This is an optimization exercise on Yosys and OpenROAD, whose aim is small area, a short achievable clock period and few clock cycles, not a production implementation. RTL that was checked went through simulation tests only; none was proved equivalent to the original. Power is estimated from default activity; no workload was simulated.

## onyx
// batbot_codec
module batbot_codec (
    input  wire       clk,
    input  wire       rst,           
    input  wire       rx_valid,
    input  wire [7:0] rx_data,
    input  wire       rx_last,
    output wire       rx_ready,
    output wire       tx_valid,
    output wire [7:0] tx_data,
    output wire       tx_last,
    input  wire       tx_ready,
    input  wire [3:0] enc_a,
    input  wire [3:0] enc_b
);
For scale: about 490 flip-flops, roughly 27000 um2 of cells after synthesis.
==> flow/config.mk <==
export PLATFORM = sky130hd
export DESIGN_NAME = batbot_codec
export DESIGN_NICKNAME = batbot_codec
export VERILOG_FILES = /design/flow/design.v
export SDC_FILE = /design/flow/constraint.sdc
export NUM_CORES = 4
export LEC_CHECK = 0
export CAP_MARGIN = 20
export CORE_MARGIN = 2
export CORE_UTILIZATION = 40
export CTS_BUF_LIST = sky130_fd_sc_hd__clkbuf_16
export CTS_CLUSTER_DIAMETER = 60
export CTS_CLUSTER_SIZE = 22
export PLACE_DENSITY = 0.55
export SLEW_MARGIN = 20
==> flow/constraint.sdc <==
create_clock -name core_clock -period 10.0 [get_ports {clk}]
set_input_delay 2.0000 -clock core_clock [delete_from_list [all_inputs] [get_ports {clk}]]
set_output_delay 2.0000 -clock core_clock [all_outputs]
set_load 0.01 [all_outputs]
standard.sh (not shown) runs the stock make flow with config.mk's settings and CLKGATE_MAP_FILE= SYNTH_SCRIPT=/design/flow/synth_recipe.tcl, a recipe that flattens the netlist after the stock synthesis.
==> flow/flow/run.sh <==
#!/bin/bash
# The standard layout, with two changes to how it is made:
#  - the port buffers are buf_4 cells
#  - repair_timing aims for more setup slack than the standard flow does
set -euo pipefail
bash standard.sh \
  "BUFFER_PORTS_ARGS=-buffer_cell sky130_fd_sc_hd__buf_4" \
  SETUP_SLACK_MARGIN=${MARGIN:-6.85} \
  finish > standard.log 2>&1
In summary, onyx completed successfully, with a layout that passed the timing, design-rule and antenna checks.
Testbench counts of onyx, summed over its fixed seeds: cycles 17,791.
Relative to onyx, the following input files were edited for yarrow:
- PLACE_DENSITY now 0.5, was 0.55
- CORE_UTILIZATION now 25, was 40
Results
- [compare] base=onyx new=yarrow: via count fell by 356, maximum clock frequency decreased 3.0%, amount of wire on met2 after detailed routing shows a reduction of 8.7%, detailed-route wire length on metal 1 increased by about 9% relative to the old numbers, proportion of final cell area spent on non-clock buffers has decreased.
- Reported for onyx and yarrow, register bit total from synthesis turned out identical to the last digit.
- Lower routing usage on met3 goes to yarrow over onyx.
- [yarrow vs onyx] synthesis-to-layout area growth: higher in yarrow
- Of onyx and yarrow, the run reporting the higher utilization was onyx.
- Of the two candidates, onyx has the better worst-case setup margin in the final layout and yarrow the worse one.
- Status: wire length parity (onyx, yarrow)
diff inputs: yarrow => pepper
- CTS_CLUSTER_SIZE changed from 22 to 32
- PLACE_DENSITY changed from 0.5 to 0.65
- CORE_UTILIZATION changed from 25 to 50
- CTS_CLUSTER_DIAMETER changed from 60 to 110
==> comparison <==
Compared to yarrow, pepper was floorplanned on a smaller die.
Between yarrow and pepper, maximum clock frequency increased.
Re global-route wire length before repair: yarrow was higher than pepper.
When pepper is measured against yarrow, its routed length on met1 turns out 15% lower.
Taking yarrow as the reference point, the proportion of cell area occupied by multi-input gates of pepper rises by 2.7 points.
pepper vs yarrow on met3 usage in global routing: pepper is the higher one.
The higher worst reg2reg path depth came out of yarrow.

batbot_codec again, from the RTL that the note above started with.
clock: 10.0 ns
lec_check: 0
cap_margin: 20
core_margin: 2
core_utilization: 58
cts_buf_list: sky130_fd_sc_hd__clkbuf_16
cts_cluster_diameter: 60
cts_cluster_size: 22
place_density: 0.72
slew_margin: 20
Scripts as last shown in full above: flow/flow/run.sh
Testbench counts at the start, summed over its fixed seeds: cycles 17,791.
Change:
--- a/flow/flow/run.sh
+++ b/flow/flow/run.sh
@@ -8 +8 @@
-  SETUP_SLACK_MARGIN=${MARGIN:-6.85} \
+  SETUP_SLACK_MARGIN=${MARGIN:-6.95} \
Settings changed: CORE_UTILIZATION 58 to 50, PLACE_DENSITY 0.72 to 0.65.
- synthesized area is unchanged
- setup slack gains 0.0078 ns
- cell area rose by 2.6%
- sequential power stays flat
- first-iteration DRC count fell by 12%
- register-to-register slack gains 0.13 ns
- combinational power rose by about 10%
- final cell count rose by 4.1%
- power rose by 5.0%
- utilization fell by 8.2 points
- synthesized cell count is unchanged
Change:
--- a/flow/flow/run.sh
+++ b/flow/flow/run.sh
@@ -8 +8 @@
-  SETUP_SLACK_MARGIN=${MARGIN:-6.95} \
+  SETUP_SLACK_MARGIN=${MARGIN:-6.85} \
Settings changed: CORE_UTILIZATION 50 to 25, CTS_BUF_LIST sky130_fd_sc_hd__clkbuf_16 to sky130_fd_sc_hd__clkbuf_8, CTS_CLUSTER_DIAMETER 60 to 50, CTS_CLUSTER_SIZE 22 to 16, PLACE_DENSITY 0.65 to 0.5.
Result: The changed run completed with no timing, DRC or antenna violations; die area grows by well over a third; power is lower by roughly a tenth; worst hold slack is worse by 0.0033 ns; sequential cell count does not change; synthesized cell count does not change; final area is about the same; sequential power barely changes.
Change:
Settings changed: CORE_UTILIZATION 25 to 50, CTS_CLUSTER_DIAMETER 50 to 45, CTS_CLUSTER_SIZE 16 to 18, PLACE_DENSITY 0.5 to 0.65.
Area after synthesis stays the same.
Cell count decreases by 17%.
Wire length decreases by 2.9%.
Total power increases by 8.9%.
Fmax increases by 4.1%.
Synthesized cell count is unchanged.

Another version of the RTL of batbot_codec (not shown whole).
For scale: roughly 2,500 cells after synthesis, about 500 flip-flops, roughly 27,000 um^2 of cells after synthesis.
==> flow/design.v (excerpt) <==
module batbot_codec (
    input  wire       clk,
    input  wire       rst,           
    input  wire       rx_valid,
    input  wire [7:0] rx_data,
    input  wire       rx_last,
    output wire       rx_ready,
    output wire       tx_valid,
    output wire [7:0] tx_data,
    output wire       tx_last,
    input  wire       tx_ready,
    input  wire [3:0] enc_a,
    input  wire [3:0] enc_b
);
Settings: LEC_CHECK=0, CAP_MARGIN=20, CORE_MARGIN=2, CORE_UTILIZATION=25, PLACE_DENSITY=0.5, SLEW_MARGIN=20; clock period 10.0 ns.
==> flow/flow/run.sh <==
#!/bin/bash
# The standard layout, with two changes to how it is made:
#  - the port buffers are buf_4 cells
#  - repair_timing aims for more setup slack than the standard flow does
set -euo pipefail
bash standard.sh \
  "BUFFER_PORTS_ARGS=-buffer_cell sky130_fd_sc_hd__buf_4" \
  SETUP_SLACK_MARGIN=${MARGIN:-6.85} \
  finish > standard.log 2>&1
Change:
--- a/flow/flow/run.sh
+++ b/flow/flow/run.sh
@@ -8 +8 @@
-  SETUP_SLACK_MARGIN=${MARGIN:-6.85} \
+  SETUP_SLACK_MARGIN=${MARGIN:-6.6} \
- The new run finished with timing, DRC and antenna clean
- routed wire length stays flat
- via count goes down by 0.42%
- setup slack gets worse by 0.066 ns
- fmax goes down by 2.0%
- total power hardly moves
- final area goes down by 1.4%
- utilization goes down by 0.41 points
- final cell count stays flat
- worst hold slack gets worse by 0.0044 ns
- non-clock buffer count goes down by 12
- register-to-register slack gets worse by 0.15 ns
Change:
==> flow/run.sh (new file) <==
#!/bin/bash
# synth_recipe.tcl (not shown) runs the flow's synth.tcl, then flattens the netlist and writes it again
# the make line also repeats each setting of config.mk as NAME=value (left out here)
make -C /OpenROAD-flow-scripts/flow DESIGN_CONFIG=/design/flow/config.mk WORK_HOME=/design/flow/orfs CLKGATE_MAP_FILE= SYNTH_SCRIPT=/design/flow/synth_recipe.tcl finish
removed: flow/flow/run.sh
removed: flow/standard.sh
=>
- worst setup slack got worse by 1.5 ns
- critical path depth is higher by 2
- area after synthesis does not change
- non-clock buffer count is lower by 15
- clock-buffer cell count is lower by 4
- sequential power stays flat
- wire length is lower by about 3%
- power is lower by about 2%
- die area stays the same
- hold slack improved by 0.0045 ns
- final cell count is lower by 0.33%
No functional check of the RTL was part of any run of this note.

## the previous run
RTL: one of the versions met above, not the one the previous note started from.
Size: roughly 2400 cells after synthesis, roughly 490 flip-flops, about 32 I/O pins, ~0.027 mm2 of cells after synthesis.
==> flow/config.mk <==
export PLATFORM = sky130hd
export DESIGN_NAME = batbot_codec
export DESIGN_NICKNAME = batbot_codec
export VERILOG_FILES = /design/flow/design.v
export SDC_FILE = /design/flow/constraint.sdc
export NUM_CORES = 4
export LEC_CHECK = 0
export CAP_MARGIN = 20
export CORE_MARGIN = 2
export CORE_UTILIZATION = 65
export CTS_BUF_LIST = sky130_fd_sc_hd__clkbuf_16
export CTS_CLUSTER_DIAMETER = 60
export CTS_CLUSTER_SIZE = 22
export PLACE_DENSITY = 0.8
export SLEW_MARGIN = 20
==> flow/constraint.sdc <==
create_clock -name core_clock -period 10.0 [get_ports {clk}]
set_input_delay 2.0000 -clock core_clock [delete_from_list [all_inputs] [get_ports {clk}]]
set_output_delay 2.0000 -clock core_clock [all_outputs]
set_load 0.01 [all_outputs]
==> flow/flow/run.sh <==
#!/bin/bash
# The standard layout, with two changes to how it is made:
#  - the port buffers are buf_4 cells
#  - repair_timing aims for more setup slack than the standard flow does
set -euo pipefail
bash standard.sh \
  "BUFFER_PORTS_ARGS=-buffer_cell sky130_fd_sc_hd__buf_4" \
  SETUP_SLACK_MARGIN=${MARGIN:-7.0} \
  finish > standard.log 2>&1
Every stage of the flow completed for the previous run, and the final layout passed the timing, design-rule and antenna checks.
Testbench counts of the previous run, summed over its fixed seeds: cycles 17,791.
The inputs of the current run differ from those of the previous run as listed below.
- changing PLACE_DENSITY from 0.8 to 0.65
- changing CORE_UTILIZATION from 65 to 50
-- flow/flow/run.sh --
<<< the previous run, line 8
  SETUP_SLACK_MARGIN=${MARGIN:-7.0} \
>>> the current run, line 8
  SETUP_SLACK_MARGIN=${MARGIN:-6.85} \
## What came out
The core of the current run is less densely filled than that of the previous run. The current run -> the previous run: post-route DRC violation count delta 0, exact match. The lower global-route usage came out of the current run. Summary of the current run over the previous run: worst setup slack after placement now smaller, met1 routed wirelength after detailed routing now larger, switching share of power now smaller, post-detailed-placement half-perimeter wirelength now smaller, global routing met2 resource utilization now smaller. The current run completed; timing, DRC and antenna clean. NOTE instance area after placement the previous run->the current run increased slightly.

==> separate check: timing with driven ports <==
How much do the figures lean on ideal ports? The routed layouts below were timed once more, with nothing changed but the port constraints. Step 1: set_driving_cell puts a clkbuf_16 on clk and a buf_2 on each other input, an assumption about the parent block. Step 2 also shifts input and output timing later by t, the mid clock arrival at the registers, as if the neighbouring blocks saw the same clock. Three values: ideal, step 1, step 2; two values: the first two.
| run | t, ns | setup WS [ns] | worst hold slack (ns) | clock arrival spread, ns | worst data-port slew with drivers (ns) |
|---|---|---|---|---|---|
| onyx | 0.639 | 6.829 / 6.771 / 6.288 | 0.464 / 0.464 / 0.464 | 0.035 / 0.035 | 0.08 |
| yarrow | 0.648 | 6.733 / 6.671 / 6.246 | 0.456 / 0.456 / 0.456 | 0.060 / 0.060 | 0.07 |
| pepper | 0.627 | 6.805 / 6.746 / 6.298 | 0.471 / 0.471 / 0.471 | 0.023 / 0.023 | 0.06 |
| the first run of note 2 | 0.635 | 6.798 / 6.740 / 6.230 | 0.471 / 0.471 / 0.471 | 0.050 / 0.050 | 0.06 |
| the second run of note 2 | 0.641 | 6.806 / 6.751 / 6.310 | 0.461 / 0.461 / 0.461 | 0.030 / 0.030 | 0.07 |
| the third run of note 2 | 0.760 | 6.612 / 6.552 / 6.188 | 0.457 / 0.457 / 0.457 | 0.070 / 0.071 | 0.07 |
| the fourth run of note 2 | 0.715 | 6.746 / 6.686 / 6.210 | 0.466 / 0.466 / 0.466 | 0.070 / 0.069 | 0.05 |
| the first run of note 3 | 0.682 | 6.714 / 6.654 / 6.337 | 0.456 / 0.456 / 0.456 | 0.071 / 0.071 | 0.07 |
| the second run of note 3 | 0.685 | 6.647 / 6.647 / 6.009 | 0.451 / 0.451 / 0.451 | 0.092 / 0.092 | 0.11 |
| the third run of note 3 | 0.699 | 5.186 / 5.218 / 4.519 | 0.456 / 0.456 / 0.456 | 0.070 / 0.070 | 0.04 |
| the previous run | 0.638 | 6.833 / 6.778 / 6.235 | 0.475 / 0.475 / 0.475 | 0.031 / 0.030 | 0.07 |
| the current run | 0.639 | 6.818 / 6.762 / 6.308 | 0.465 / 0.465 / 0.465 | 0.028 / 0.028 | 0.06 |
After both steps every run listed still meets setup and hold. For the third run of note 3, which loses most, drivers alone change the setup slack by +0.032 ns; drivers and shift together by -0.667 ns.
